What follows belongs to an exercise in optimizing a design on an open flow for small area, a short achievable clock period and few clock cycles; a production flow would make more cautious choices.
Only simulation tests tie the RTL to the original design; equivalence was not proved.
No activity file was given, so power comes from the tool's default toggle rates.

$ cat design/flow/run.sh
#!/bin/bash
# synth_recipe.tcl (not shown) runs the flow's synth.tcl, then flattens the netlist and writes it again
# the make line also repeats each setting of config.mk as NAME=value (left out here)
make -C /OpenROAD-flow-scripts/flow DESIGN_CONFIG=/design/flow/config.mk WORK_HOME=/design/flow/orfs CLKGATE_MAP_FILE= SYNTH_SCRIPT=/design/flow/synth_recipe.tcl finish
$ cat design/flow/config.mk
export PLATFORM = sky130hd
export DESIGN_NAME = aims_core
export DESIGN_NICKNAME = aims_core
export VERILOG_FILES = /design/flow/design.v
export SDC_FILE = /design/flow/constraint.sdc
export NUM_CORES = 4
export LEC_CHECK = 0
export CAP_MARGIN = 20
export CORE_MARGIN = 2
export CORE_UTILIZATION = 40
export PLACE_DENSITY = 0.6
export SETUP_SLACK_MARGIN = 5
export SLEW_MARGIN = 20
export SYNTH_HIERARCHICAL = 1
$ cat design/flow/constraint.sdc
create_clock -name core_clock -period 13.0 [get_ports {clk}]
set_input_delay 2.6000 -clock core_clock [delete_from_list [all_inputs] [get_ports {clk}]]
set_output_delay 2.6000 -clock core_clock [all_outputs]
set_load 0.01 [all_outputs]
$ cat design/flow/design.v
module aims_core (
    input  wire         clk,
    input  wire         rst,           
    input  wire         host_we,
    input  wire [3:0]   host_addr,
    input  wire [63:0]  host_wdata,
    output wire [63:0]  host_rdata,
    input  wire [2:0]   rs_idx,
    output wire [31:0]  rs_data,
    output wire [9:0]   imem_addr,
    input  wire [127:0] imem_rdata
);
    localparam NREG    = 6;
    localparam MAXPROG = 1024;
    localparam [2:0] IP_DEFAULT = 3'd1;
    localparam [2:0] ST_IDLE   = 3'd0;
    localparam [2:0] ST_RUN    = 3'd1;
    localparam [2:0] ST_HALT   = 3'd2;
    localparam [2:0] ST_CAPPED = 3'd3;
    localparam [2:0] ST_FAULT  = 3'd4;
    localparam [3:0] LE_BAD_IP   = 4'd4;
    localparam [3:0] LE_TOO_LONG = 4'd7;
    reg [31:0] x0, x1, x2, x3, x4, x5;
    reg [2:0]  state;
    reg        fix;                
    reg        bub;                
    reg [2:0]  ipsel;
    reg [10:0] plen;
    reg        cap_en;
    reg [63:0] cap_n;
    reg [63:0] iter;
    reg        load_err;
    reg [3:0]  load_code;
    reg [1:0]  fault_code;
    reg        mbusy;              
    reg [31:0] ma;                 
    reg [31:0] mb;                 
    reg        mprev;              
    reg [2:0]  mc;                 
    function [5:0] dec;
        input [2:0] i;
        begin
            dec[0] = (i == 3'd0);
            dec[1] = (i == 3'd1);
            dec[2] = (i == 3'd2);
            dec[3] = (i == 3'd3);
            dec[4] = i[2] & ~i[0];
            dec[5] = i[2] &  i[0];
        end
    endfunction
    function [31:0] rd1h;
        input [5:0] s;
        begin
            rd1h = (x0 & {32{s[0]}}) | (x1 & {32{s[1]}}) | (x2 & {32{s[2]}}) |
                   (x3 & {32{s[3]}}) | (x4 & {32{s[4]}}) | (x5 & {32{s[5]}});
        end
    endfunction
    function [31:0] add32;
        input [31:0] a;
        input [31:0] b;
        input        ci;
        reg   [31:0] p, g, t;
        integer i, d;
        begin
            p = a ^ b;
            g = a & b;
            g[0] = g[0] | (p[0] & ci);
            t = p;
            for (d = 1; d < 32; d = d * 2)
                for (i = 31; i >= d; i = i - 1) begin
                    g[i] = g[i] | (t[i] & g[i-d]);
                    t[i] = t[i] & t[i-d];
                end
            add32 = p ^ {g[30:0], ci};
        end
    endfunction
    function [9:0] add10;
        input [9:0] a;
        input [9:0] b;
        input       ci;
        reg   [9:0] p, g, t;
        integer i, d;
        begin
            p = a ^ b;
            g = a & b;
            g[0] = g[0] | (p[0] & ci);
            t = p;
            for (d = 1; d < 10; d = d * 2)
                for (i = 9; i >= d; i = i - 1) begin
                    g[i] = g[i] | (t[i] & g[i-d]);
                    t[i] = t[i] & t[i-d];
                end
            add10 = p ^ {g[8:0], ci};
        end
    endfunction
    wire run  = (state == ST_RUN);
    wire idle = (state == ST_IDLE);
    wire [31:0] pc;
    wire [9:0]  s0, s1, s2, s3, s4, s5;
    aims_core_pcsum u_pcsum (
        .ipsel(ipsel), .x0(x0), .x1(x1), .x2(x2), .x3(x3), .x4(x4), .x5(x5),
        .pc(pc), .s0(s0), .s1(s1), .s2(s2), .s3(s3), .s4(s4), .s5(s5)
    );
    wire [31:0] racc;
    aims_core_rdport u_rdport (
        .run(run), .mc(mc), .rs_idx(rs_idx),
        .x0(x0), .x1(x1), .x2(x2), .x3(x3), .x4(x4), .x5(x5),
        .racc(racc), .rs_data(rs_data)
    );
    wire        inr = (pc[31:11] == 21'd0) && (pc[10:0] < plen);
    wire [31:0] pc1 = pc + 32'd1;
    wire [31:0] lane_op = imem_rdata[31:0];
    wire [31:0] lane_a  = imem_rdata[63:32];
    wire [31:0] lane_b  = imem_rdata[95:64];
    wire [31:0] lane_c  = imem_rdata[127:96];
    wire [3:0]  op      = lane_op[3:0];
    wire        op_bad  = |lane_op[31:4];
    reg a_is_reg;
    reg b_is_reg;
    always @(*) begin
        case (op)
            4'd9, 4'd10, 4'd13: a_is_reg = 1'b0;
            default:            a_is_reg = 1'b1;
        endcase
        case (op)
            4'd0, 4'd2, 4'd4, 4'd6, 4'd10, 4'd12, 4'd13, 4'd15: b_is_reg = 1'b1;
            default:                                            b_is_reg = 1'b0;
        endcase
    end
    wire a_ok = (lane_a[31:3] == 29'd0) && !(lane_a[2] && lane_a[1]);
    wire b_ok = (lane_b[31:3] == 29'd0) && !(lane_b[2] && lane_b[1]);
    wire c_ok = (lane_c[31:3] == 29'd0) && !(lane_c[2] && lane_c[1]);
    wire idx_bad = (a_is_reg & ~a_ok) | (b_is_reg & ~b_ok) | ~c_ok;
    wire [2:0]  c_idx  = lane_c[2:0];
    wire        c_ip   = (c_idx == ipsel);
    wire        a_ip   = (lane_a[2:0] == ipsel);
    wire        is_add = (op == 4'd0) || (op == 4'd1);
    wire        is_set = (op == 4'd8) || (op == 4'd9);
    wire        addop  = is_add || is_set;      
    wire        is_mul = (op[3:1] == 3'b001);
    wire [5:0]  sel_a = dec(lane_a[2:0]);
    wire [5:0]  sel_b = dec(lane_b[2:0]);
    wire [31:0] va = rd1h(sel_a & {6{a_is_reg}}) | (lane_a & {32{~a_is_reg}});
    wire [31:0] vb = rd1h(sel_b & {6{b_is_reg}}) | (lane_b & {32{~b_is_reg}});
    wire [31:0] vb_add = is_set ? 32'd0 : vb;
    wire [31:0] sum   = add32(va, vb_add, c_ip);
    wire        mzero = (va == 32'd0) || (vb == 32'd0);
    reg [31:0] alu;
    always @(*) begin
        case (op)
            4'd0, 4'd1, 4'd8, 4'd9: alu = sum;
            4'd2, 4'd3:             alu = 32'd0;    
            4'd4, 4'd5:             alu = va & vb;
            4'd6, 4'd7:             alu = va | vb;
            4'd10, 4'd11, 4'd12:    alu = {31'd0, $signed(va) > $signed(vb)};
            default:                alu = {31'd0, va == vb};
        endcase
    end
    wire        bneg  = mb[1] & ~(mb[0] & mprev);
    wire        btwo  = (mb[1] & ~mb[0] & ~mprev) | (~mb[1] & mb[0] & mprev);
    wire        bnz   = (mb[0] ^ mprev) | btwo;
    wire [31:0] bpp   = (btwo ? {ma[30:0], 1'b0} : ma) & {32{bnz}};
    wire [31:0] acc_n = racc + (bpp ^ {32{bneg}}) + {31'd0, bneg};
    wire        mdone = (mb[31:1] == 31'd0) || (mb[31:1] == {31{1'b1}});
    wire        j_seti = (op == 4'd9);
    wire        j_addi = (op == 4'd1) & a_ip;
    wire        j_addr = (op == 4'd0) & a_ip;
    wire        fastj  = c_ip & (j_seti | j_addi | j_addr);
    wire ex     = run & ~fix & ~bub & ~mbusy;        
    wire go     = ex & inr & ~op_bad & ~idx_bad;
    wire mstart = go & is_mul & ~mzero;
    wire commit = go & ~mstart;                       
    wire mfin   = mbusy & mdone;                      
    wire mclr   = go & mstart;                        
    wire slow   = commit & c_ip & ~addop;             
    wire mslow  = (mc == ipsel);
    wire count  = (commit & ~slow) | (mfin & ~mslow) | (run & fix);
    wire [63:0] iter_next = iter + 64'd1;
    wire        cap_hit   = cap_en && (cap_n != 64'd0) && (iter_next == cap_n);
    wire adv  = run & ~bub;
    wire [9:0] seqa = adv ? pc1[9:0] : pc[9:0];
    aims_core_fetch u_fetch (
        .op(op), .lane_a(lane_a[9:0]), .lane_b(lane_b[9:0]), .c_idx(c_idx),
        .ipsel(ipsel), .ex(ex), .pc(pc[9:0]), .seqa(seqa),
        .s0(s0), .s1(s1), .s2(s2), .s3(s3), .s4(s4), .s5(s5),
        .imem_addr(imem_addr)
    );
    wire        w_en   = commit | mclr | mbusy;
    wire [2:0]  w_idx  = mbusy ? mc : c_idx;
    wire        w_ip   = mbusy ? mslow : c_ip;
    wire [31:0] w_data = mbusy ? acc_n : alu;
    wire        wr_ip  = ((commit | mfin) & ~w_ip) | (run & fix);
    wire        refetch = c_ip & addop & ~fastj;
    always @(posedge clk) begin
        if (mbusy) begin
            ma    <= {ma[29:0], 2'b00};
            mb    <= {{2{mb[31]}}, mb[31:2]};
            mprev <= mb[1];
        end else begin
            ma    <= va;
            mb    <= vb;
            mprev <= 1'b0;
            mc    <= c_idx;
        end
    end
    always @(posedge clk) begin
        if (rst) begin
            x0 <= 32'd0; x1 <= 32'd0; x2 <= 32'd0;
            x3 <= 32'd0; x4 <= 32'd0; x5 <= 32'd0;
        end else begin
            if ((w_en && w_idx == 3'd0) || (wr_ip && ipsel == 3'd0))
                x0 <= (w_en && w_idx == 3'd0) ? w_data : pc1;
            if ((w_en && w_idx == 3'd1) || (wr_ip && ipsel == 3'd1))
                x1 <= (w_en && w_idx == 3'd1) ? w_data : pc1;
            if ((w_en && w_idx == 3'd2) || (wr_ip && ipsel == 3'd2))
                x2 <= (w_en && w_idx == 3'd2) ? w_data : pc1;
            if ((w_en && w_idx == 3'd3) || (wr_ip && ipsel == 3'd3))
                x3 <= (w_en && w_idx == 3'd3) ? w_data : pc1;
            if ((w_en && w_idx == 3'd4) || (wr_ip && ipsel == 3'd4))
                x4 <= (w_en && w_idx == 3'd4) ? w_data : pc1;
            if ((w_en && w_idx == 3'd5) || (wr_ip && ipsel == 3'd5))
                x5 <= (w_en && w_idx == 3'd5) ? w_data : pc1;
        end
    end
    always @(posedge clk) begin
        if (rst) begin
            state      <= ST_IDLE;
            fix        <= 1'b0;
            bub        <= 1'b0;
            mbusy      <= 1'b0;
            ipsel      <= IP_DEFAULT;
            plen       <= 11'd0;
            cap_en     <= 1'b0;
            cap_n      <= 64'd0;
            iter       <= 64'd0;
            load_err   <= 1'b0;
            load_code  <= 4'd0;
            fault_code <= 2'd0;
        end else begin
            if (host_we && idle) begin
                case (host_addr)
                    4'h1: begin
                        if (host_wdata < NREG)
                            ipsel <= host_wdata[2:0];
                        else if (!load_err) begin
                            load_err  <= 1'b1;
                            load_code <= LE_BAD_IP;
                        end
                    end
                    4'h2: begin
                        if (host_wdata <= MAXPROG)
                            plen <= host_wdata[10:0];
                        else if (!load_err) begin
                            load_err  <= 1'b1;
                            load_code <= LE_TOO_LONG;
                        end
                    end
                    4'h3: cap_en <= host_wdata[0];
                    4'h4: cap_n  <= host_wdata;
                    4'h7: begin
                        if (host_wdata[0] && !load_err) begin
                            state <= ST_RUN;
                            fix   <= 1'b0;
                            bub   <= 1'b0;
                            mbusy <= 1'b0;
                        end
                    end
                    default: ;
                endcase
            end
            if (run) begin
                if (fix | bub) begin
                    fix <= 1'b0;
                    bub <= 1'b0;
                end else if (mbusy) begin
                    if (mdone) begin
                        mbusy <= 1'b0;
                        fix   <= mslow;
                    end
                end else if (!inr) begin
                    state <= ST_HALT;
                end else if (op_bad) begin
                    state      <= ST_FAULT;
                    fault_code <= 2'd1;
                end else if (idx_bad) begin
                    state      <= ST_FAULT;
                    fault_code <= 2'd2;
                end else if (mstart) begin
                    mbusy <= 1'b1;
                end else begin
                    fix <= slow;
                    bub <= refetch;
                end
                if (count) begin
                    iter <= iter_next;
                    if (cap_hit)
                        state <= ST_CAPPED;
                end
            end
        end
    end
    wire [31:0] fault_pc = (state == ST_FAULT) ? pc : 32'd0;
    aims_core_hostrd u_hostrd (
        .host_addr(host_addr),
        .status({2'd0, fault_code, load_code, load_err, state}),
        .ipsel(ipsel), .plen(plen), .cap_en(cap_en), .cap_n(cap_n),
        .iter(iter), .fault_pc(fault_pc), .host_rdata(host_rdata)
    );
endmodule
module aims_core_fetch (
    input  wire [3:0] op,
    input  wire [9:0] lane_a,
    input  wire [9:0] lane_b,
    input  wire [2:0] c_idx,
    input  wire [2:0] ipsel,
    input  wire       ex,
    input  wire [9:0] pc,
    input  wire [9:0] seqa,
    input  wire [9:0] s0, s1, s2, s3, s4, s5,
    output wire [9:0] imem_addr
);
    function [9:0] add10;
        input [9:0] a;
        input [9:0] b;
        input       ci;
        reg   [9:0] p, g, t;
        integer i, d;
        begin
            p = a ^ b;
            g = a & b;
            g[0] = g[0] | (p[0] & ci);
            t = p;
            for (d = 1; d < 10; d = d * 2)
                for (i = 9; i >= d; i = i - 1) begin
                    g[i] = g[i] | (t[i] & g[i-d]);
                    t[i] = t[i] & t[i-d];
                end
            add10 = p ^ {g[8:0], ci};
        end
    endfunction
    wire [2:0] bi = lane_b[2:0];
    wire [5:0] sel_b;
    assign sel_b[0] = (bi == 3'd0);
    assign sel_b[1] = (bi == 3'd1);
    assign sel_b[2] = (bi == 3'd2);
    assign sel_b[3] = (bi == 3'd3);
    assign sel_b[4] = bi[2] & ~bi[0];
    assign sel_b[5] = bi[2] &  bi[0];
    wire [9:0] s_b = (s0 & {10{sel_b[0]}}) | (s1 & {10{sel_b[1]}}) |
                     (s2 & {10{sel_b[2]}}) | (s3 & {10{sel_b[3]}}) |
                     (s4 & {10{sel_b[4]}}) | (s5 & {10{sel_b[5]}});
    wire [9:0] t_seti = add10(lane_a, 10'd0, 1'b1);
    wire [9:0] t_addi = add10(pc, lane_b, 1'b1);
    wire c_ip = (c_idx == ipsel);
    wire a_ip = (lane_a[2:0] == ipsel);
    wire j    = ex & c_ip;
    wire sel_seti = j & (op == 4'd9);
    wire sel_addi = j & (op == 4'd1) & a_ip;
    wire sel_addr = j & (op == 4'd0) & a_ip;
    wire sel_seq  = ~(sel_seti | sel_addi | sel_addr);
    assign imem_addr = (t_seti & {10{sel_seti}}) | (t_addi & {10{sel_addi}}) |
                       (s_b & {10{sel_addr}}) | (seqa & {10{sel_seq}});
endmodule
module aims_core_rdport (
    input  wire        run,
    input  wire [2:0]  mc,
    input  wire [2:0]  rs_idx,
    input  wire [31:0] x0, x1, x2, x3, x4, x5,
    output wire [31:0] racc,
    output wire [31:0] rs_data
);
    wire [2:0] i = run ? mc : rs_idx;
    wire [5:0] s;
    assign s[0] = (i == 3'd0);
    assign s[1] = (i == 3'd1);
    assign s[2] = (i == 3'd2);
    assign s[3] = (i == 3'd3);
    assign s[4] = i[2] & ~i[0];
    assign s[5] = i[2] &  i[0];
    assign racc = (x0 & {32{s[0]}}) | (x1 & {32{s[1]}}) | (x2 & {32{s[2]}}) |
                  (x3 & {32{s[3]}}) | (x4 & {32{s[4]}}) | (x5 & {32{s[5]}});
    assign rs_data = racc & {32{~(rs_idx[2] & rs_idx[1])}};
endmodule
module aims_core_hostrd (
    input  wire [3:0]  host_addr,
    input  wire [11:0] status,
    input  wire [2:0]  ipsel,
    input  wire [10:0] plen,
    input  wire        cap_en,
    input  wire [63:0] cap_n,
    input  wire [63:0] iter,
    input  wire [31:0] fault_pc,
    output reg  [63:0] host_rdata
);
    always @(*) begin
        case (host_addr)
            4'h0:    host_rdata = {52'd0, status};
            4'h1:    host_rdata = {61'd0, ipsel};
            4'h2:    host_rdata = {53'd0, plen};
            4'h3:    host_rdata = {63'd0, cap_en};
            4'h4:    host_rdata = cap_n;
            4'h5:    host_rdata = iter;
            4'h6:    host_rdata = {32'd0, fault_pc};
            default: host_rdata = 64'd0;
        endcase
    end
endmodule
module aims_core_pcsum (
    input  wire [2:0]  ipsel,
    input  wire [31:0] x0, x1, x2, x3, x4, x5,
    output wire [31:0] pc,
    output wire [9:0]  s0, s1, s2, s3, s4, s5
);
    function [9:0] add10;
        input [9:0] a;
        input [9:0] b;
        input       ci;
        reg   [9:0] p, g, t;
        integer i, d;
        begin
            p = a ^ b;
            g = a & b;
            g[0] = g[0] | (p[0] & ci);
            t = p;
            for (d = 1; d < 10; d = d * 2)
                for (i = 9; i >= d; i = i - 1) begin
                    g[i] = g[i] | (t[i] & g[i-d]);
                    t[i] = t[i] & t[i-d];
                end
            add10 = p ^ {g[8:0], ci};
        end
    endfunction
    wire [5:0] s;
    assign s[0] = (ipsel == 3'd0);
    assign s[1] = (ipsel == 3'd1);
    assign s[2] = (ipsel == 3'd2);
    assign s[3] = (ipsel == 3'd3);
    assign s[4] = ipsel[2] & ~ipsel[0];
    assign s[5] = ipsel[2] &  ipsel[0];
    assign pc = (x0 & {32{s[0]}}) | (x1 & {32{s[1]}}) | (x2 & {32{s[2]}}) |
                (x3 & {32{s[3]}}) | (x4 & {32{s[4]}}) | (x5 & {32{s[5]}});
    assign s0 = add10(pc[9:0], x0[9:0], 1'b1);
    assign s1 = add10(pc[9:0], x1[9:0], 1'b1);
    assign s2 = add10(pc[9:0], x2[9:0], 1'b1);
    assign s3 = add10(pc[9:0], x3[9:0], 1'b1);
    assign s4 = add10(pc[9:0], x4[9:0], 1'b1);
    assign s5 = add10(pc[9:0], x5[9:0], 1'b1);
endmodule
==> notes.md <==
==> modules after synthesis, one instance, submodules excluded <==
module	cell area, µm²	flip-flops and latches
aims_core_fetch	1410	0
aims_core_pcsum	3860	0
aims_core_hostrd	1240	0
aims_core_rdport	1830	0
aims_core	30900	414
==> area by class of cell <==
| class | instances | area [µm²] | share of cell area [%] |
|---|---|---|---|
| diodes | 3 | 7.51 | 0.0163 |
| repair buffers | 462 | 4430 | 9.61 |
| flip-flops and latches | 414 | 8310 | 18.0 |
| inverters | 183 | 693 | 1.50 |
| multi-input cells | 4068 | 29300 | 63.5 |
| clock buffers | 78 | 1470 | 3.18 |
| well taps | 1276 | 1600 | 3.46 |
| clock inverters | 14 | 304 | 0.659 |
==> routing by layer <==
metal  up-vias  GRT usage (%)  part of all wire, %
li1      19100              -                    -
met1     21000           47.6                   38
met2      2938           57.3                   42
met3       799           11.5                   13
met4        18           22.7                  7.2
met5         -          0.331                0.093
==> worst paths after layout <==
path	end	from	depth (start not counted)
setup / recovery	x0[7]$_SDFFE_PP0P_	imem_rdata[2]	15
hold / removal	load_code[2]$_SDFFE_PP0P_	load_code[2]$_SDFFE_PP0P_	2
setup reg to reg	x5[30]$_SDFFE_PP0P_	state[1]$_SDFF_PP0_	21
hold reg to reg	load_code[2]$_SDFFE_PP0P_	load_code[2]$_SDFFE_PP0P_	2
==> power breakdown <==
group | leakage, nW | internal, mW | switching (mW)
sequential | 3.36 | 1.28 | 0.0171
clock | 0.851 | 0.902 | 0.655
combinational | 14.1 | 0.263 | 0.487
==> logic make-up (layout without fill, tap and decap cells) <==
family,count (synthesis),in the layout,share of synthesized area (%)
compound gates,1379,1379,24.1
xor+xnor,303,303,6.77
fa+ha+maj,243,243,7.95
buf+inv,509,737,5.41
flops,414,414,21.2
mux,388,388,12.3
other cells,1,6,0.00957
simple gates,1752,1752,22.3
==> synthesized netlist by cell type (86+ instances only) <==
library cell  instances
ha_1                233
nand4_1              91
inv_1               177
mux2i_1             202
nand2_1             466
nor2_1              411
o21ai_0             202
nor4_1               95
and3_1               86
clkbuf_1            202
xor2_1               99
dfxtp_1             413
nor3_1               90
nand3_1             155
xnor2_1             204
a21oi_1             414
mux2_2              121
==> what timing repair did <==
item                                    in CTS  in global routing
gates cloned                                 1                  2
setup buffers                                8                 12
pin swaps                                    6                  8
resized for setup                           61                 53
endpoints found under the setup margin     209                193
==> through the flow <==
step	power [mW]	setup slack, ps
CTS	3.58	4980
finish	3.61	4900
global route	3.70	4990
floorplan	1.72	5510
global placement	2.03	3240
detailed placement	2.03	3440
==> worst max-delay path, stage by stage <==
cell,delay (ps)
clkdlybuf4s50_1,520
buf_12,200
and4bb_2,320
nor2_4,450
buf_4,420
mux2i_1,560
nand4_1,400
nor4_1,660
nand4_1,440
and3_1,350
a21bo_2,300
nand3_1,100
buf_4,230
nand2_2,790
o221a_2,320
==> results.toml <==
[clock_network]
cts_hold_buffers = 0
htreeDepth = 2
clk_pin_slew_ps = 60
cts_tree = "yes"
clk_path_buf_depth = 3
clkLatencyLatePin_ps = 700
cts_buffers = 51
clock_tree.root_cell = "clkbuf_16"
clkSinkCount = 414

[final_layout]
stdcell_count = 6498
syn_to_final_growth_pct = 17.6
layout_common_cells = "nand2_1, dfxtp_1, a21oi_1"
nets = 5625
drive_gt1_share_pct = 11.5
n_fill_cell = 9624
final_area_mm2 = 0.0461
reg_top3 = "cap_n: 64 flops, iter: 64 flops"
layout_commonest_cell = "nand2_1"
fin_util_pct = 47.6

[grt]
grt_usage_pct = 38.0
antenna_found_initial = 13
grt_overflow_total = 0
grt_pass1_wl_um = 281000
grt_pass1_vias = 40100
grt_max_degree = 83

[detailed_routing]
viasPerCell = 6.74
drc_errors = 0
ant_nets = 0
drt-pass1-iter-count = 9
drtIter0Drc = 6244
dr_total_vias = 43800
wl_per_cell_um = 30.6
routed_wl_um = 199000

[die]
die_area_mm2 = 0.101
fp.coreArea_mm2 = 0.0969
rows = 114
start_util_pct = 40.5
die_h_um = 317
die_x_um = 317
io-pin-count = 308

[synthesis]
netlist_area_mm2 = 0.0392
avgSynthCellArea_um2 = 7.86
synth_edf_count = 1
syn_inst = 4989
ys_ff_latch = 414
synth_top_cell_by_area = "dfxtp_1"
ys_types = 98
ys_seq_area_share_pct = 21.2
yosysWarnings = 10
synthFlopType = "dfxtp_1"
synthTopCellsByArea = "dfxtp_1, ha_1, a21oi_1"
async_reset_ff_share_pct = 0
synth_top_cell_area_share_pct = 21.1

[hold_path]
hold_path.class = "register to register"

[outcome]
status = "timing/DRC/antenna clean"

[power_and_ir_drop]
ir_drop_mv = 0.0997
p_leak_nw = 18.3
pwr_density_cell_mw_per_mm2 = 78.3

[critical_path]
crit_required_ps = 13590
cp_max_fo = 23
start_kind = "input port"
r2r_setup_slack_ps = 6410
critical_path_class = "input port to register"
end_kind = "register"
crit_arrival_ps = 8690

[sta]
hold_viol = 0
finalClockSkew_ps = 60.8
min_period_ps = 8100
finalHoldWorstSlack_ps = 444
tightest_slew_ps = 1370
setup_viol = 0
relSlewSlack_pct = 8.71
maxSlewViolCount = 0
setup_tns_ps = 0
rsz0062_at_grt = "yes"
period_share_pct = 62.3
fmax_mhz = 123

[placed_design]
placed_cells = 6378
placed_cell_area_mm2 = 0.0436
gp_congestion = 1.04
port_buffers = 307
dp_hpwl_um = 147000

[flow_run]
cap_viol_max_count = 0
Testbench counts, summed over its fixed seeds: cycles 65,371.

## static timing again, ports no longer ideal
No port has a modelled driver above. Below, the same layout with a new extraction and two added sets of constraints. Step 1 sets driving cells, clkbuf_16 on the clock port and buf_2 on the other inputs (assumed; they add their load-dependent delay and slew). Step 2 adds t to the input delays and takes it off the output delays; t is the mean of the earliest and latest rising clock arrival at the registers after step 1. Input paths then give back, and output paths get back, about the clock's delay inside the block. Slacks: ideal ports / drivers / drivers and shift; pairs: ideal ports / drivers.
t, ns: 0.746
setup slack, ns: 4.900 / 4.947 / 4.201
hold slack, ns: 0.444 / 0.444 / 0.444
After both steps this run still meets setup and hold. For this run, drivers alone change the setup slack by +0.047 ns; drivers and shift together by -0.699 ns.
